This is an optimization exercise on Yosys and OpenROAD, whose aim is small area and few clock cycles, not a production implementation.
Where RTL was checked, it was by simulation tests only, not by an equivalence proof against the original.
Power figures rest on the tool's default switching activity, not on a simulated workload.

## mec_core
module mec_core (
    input  wire        CLK,
    input  wire        RST,
    input  wire        CMD_VALID,
    output wire        CMD_READY,
    input  wire [15:0] CMD,
    input  wire [63:0] A_VAL,
    input  wire [6:0]  A_LEN,
    input  wire [63:0] B_VAL,
    input  wire [6:0]  B_LEN,
    input  wire [31:0] S0,
    input  wire [31:0] S1,
    input  wire [63:0] BIN,
    output wire [63:0] R_VAL,
    output wire [6:0]  R_LEN,
    output wire [63:0] Q_VAL,
    output wire [6:0]  Q_LEN,
    output wire [31:0] R_SCL,
    output wire [63:0] BOUT,
    output wire [31:0] STATUS
);
Size in the first run: roughly 3,400 cells after synthesis, about 560 I/O pins.
Settings: LEC_CHECK=0, ABC_AREA=1, CAP_MARGIN=10, CORE_AREA=2 2 318 318, DIE_AREA=0 0 320 320, SLEW_MARGIN=10; clock period 12.0 ns.
standard.sh (not shown) runs the stock make flow with config.mk's settings and CLKGATE_MAP_FILE= SYNTH_SCRIPT=/design/flow/synth_recipe.tcl, a recipe that flattens the netlist after the stock synthesis.
==> flow/flow/run.sh <==
#!/bin/bash
# Layout flow: the standard ORFS flow, with two changes.
#  - The port buffers are the smallest buffer cell.
#  - Synthesis maps the logic with an area-oriented ABC script, and without
#    the full-adder extraction and fast-adder mapping passes. It is the
#    standard synthesis script otherwise, so the flip-flops come out the same;
#    this is checked against the standard synthesis, and the standard netlist
#    is used if they differ.
# Each tool's output goes to a log file in this folder.
set -euo pipefail
W=$(pwd)
F="$W/flow"
R="$W/orfs/results/sky130hd/mec_core/base"
export BUFFER_PORTS_ARGS="-buffer_cell sky130_fd_sc_hd__buf_1"

# reference: the standard synthesis
bash standard.sh synth > std_synth.log 2>&1
cp "$R/1_2_yosys.v" std_1_2_yosys.v

# own synthesis: the standard script with the abc step's script replaced
{
  head -n 1 synth_recipe.tcl
  echo 'proc abc {args} {'
  echo '  set i [lsearch -exact $args -script]'
  echo "  if { \$i >= 0 } { lset args [expr { \$i + 1 }] $F/area.abc }"
  echo '  yosys abc {*}$args'
  echo '}'
  tail -n +2 synth_recipe.tcl
} > own_synth.tcl
sed "s#SYNTH_SCRIPT=[^ ]*synth_recipe.tcl#SYNTH_SCRIPT=$W/own_synth.tcl ADDER_MAP_FILE= SYNTH_OPERATIONS_ARGS=-noshare#" standard.sh > own_standard.sh
rm -f "$R/1_2_yosys.v" "$R/1_2_yosys.sdc" "$R/1_synth.odb" "$R/1_synth.sdc"
bash own_standard.sh synth > own_synth.log 2>&1

flops() { grep -oE '^\s*sky130_fd_sc_hd__(dfxtp|edfxtp|dfrtp|dfstp|dfbbp|sdf[a-z]*|edf[a-z]*|df[a-z]*)_[0-9]+ +[^ ]+' "$1" | sed -E 's/_[0-9]+ +/ /' | sort; }
if ! cmp -s <(flops std_1_2_yosys.v) <(flops "$R/1_2_yosys.v") || [ "$(flops std_1_2_yosys.v | wc -l)" = 0 ]; then
  echo "flip-flops differ from the standard synthesis; using the standard netlist" > own_synth_fallback.log
  rm -f "$R/1_2_yosys.v" "$R/1_2_yosys.sdc" "$R/1_synth.odb" "$R/1_synth.sdc"
  bash standard.sh synth > std_synth2.log 2>&1
fi

bash own_standard.sh > own_flow.log 2>&1
==> flow/flow/area.abc <==
strash
&get -n
&st
&syn3
&synch2
&put
dch -f
amap
&get -n
&st
&syn3
&synch2
&put
dch -f
amap
topo
The baseline finished with timing, DRC and antenna clean.
Edit:
--- a/flow/design.v
+++ b/flow/design.v
@@ -354,18 +354,17 @@
             m_wr   <= ok && o_write;
             m_scl  <= ok && (o_clen || o_dec || o_lead || o_eq);
             n_scl  <= !ok ? 4'd0 : o_read ? ceil8(c_end) : o_write ? l_len[3:0] : 4'd0;
             if (n_code == C_CONTRACT) begin
                 fault  <= 1'b1;
                 fcause <= n_cause;
             end
         end
     end
     wire [63:0] d_rv = brev(d);
-    wire [63:0] r_m  = tmask(r_len);
-    assign R_VAL = d    & r_m;
-    assign Q_VAL = d_rv & ~brev(r_m) & {64{|q_len}};
+    assign R_VAL = d    & tmask(r_len);
+    assign Q_VAL = d_rv & tmask(q_len);
     assign BOUT  = d_rv & {64{m_wr}};
     assign R_LEN = r_len;
     assign Q_LEN = q_len;
     assign R_SCL = (d[31:0] & {32{m_scl}}) | {28'd0, n_scl};
 endmodule
What happened: The new run passed the timing, design-rule and antenna checks; total power is higher by 0.43%; clock-buffer cell count is lower by 2; wire length is higher by 8.5%; critical path depth is lower by 4; setup slack gains 0.17 ns; combinational power is lower by about 1%; clock skew is lower by 0.013 ns; register-to-register slack gains 0.17 ns; via count is higher by 2.1%; synthesized cell count is lower by 2.4%; global-route usage is higher by 2.0 points; design area is lower by 0.82%; non-clock buffer count is lower by 45; core utilization is lower by 0.22 points.
Testbench counts after the change, summed over its fixed seeds: cycles 25,591.
For the first run of this note, only the layout was checked, not whether the RTL still works.

## static timing again, ports no longer ideal
In the flow no input, the clock included, has a driving cell. The finished layouts below were timed again as built, in two steps. Step 1 assumes that a clkbuf_16 drives the clock port and a buf_2 every other input. Step 2, shift: input delay + t, output delay - t, t = (earliest + latest rising clock arrival at the registers) / 2. This alone moves slack from input paths to output paths. Three values: no drivers, after step 1, after step 2; two values: the first two.
run | shift t [ns] | setup WS [ns] | worst setup path at the end | worst data-port slew with drivers (ns)
the first run | 0.544 | 1.459 / 1.459 / 1.184 | input to register | 0.08
the second run | 0.563 | 1.631 / 1.631 / 1.631 | register to register | 0.09
After both steps every run listed still meets setup and hold. For the first run, which loses most, drivers alone change the setup slack by 0.000 ns; drivers and shift together by -0.275 ns.
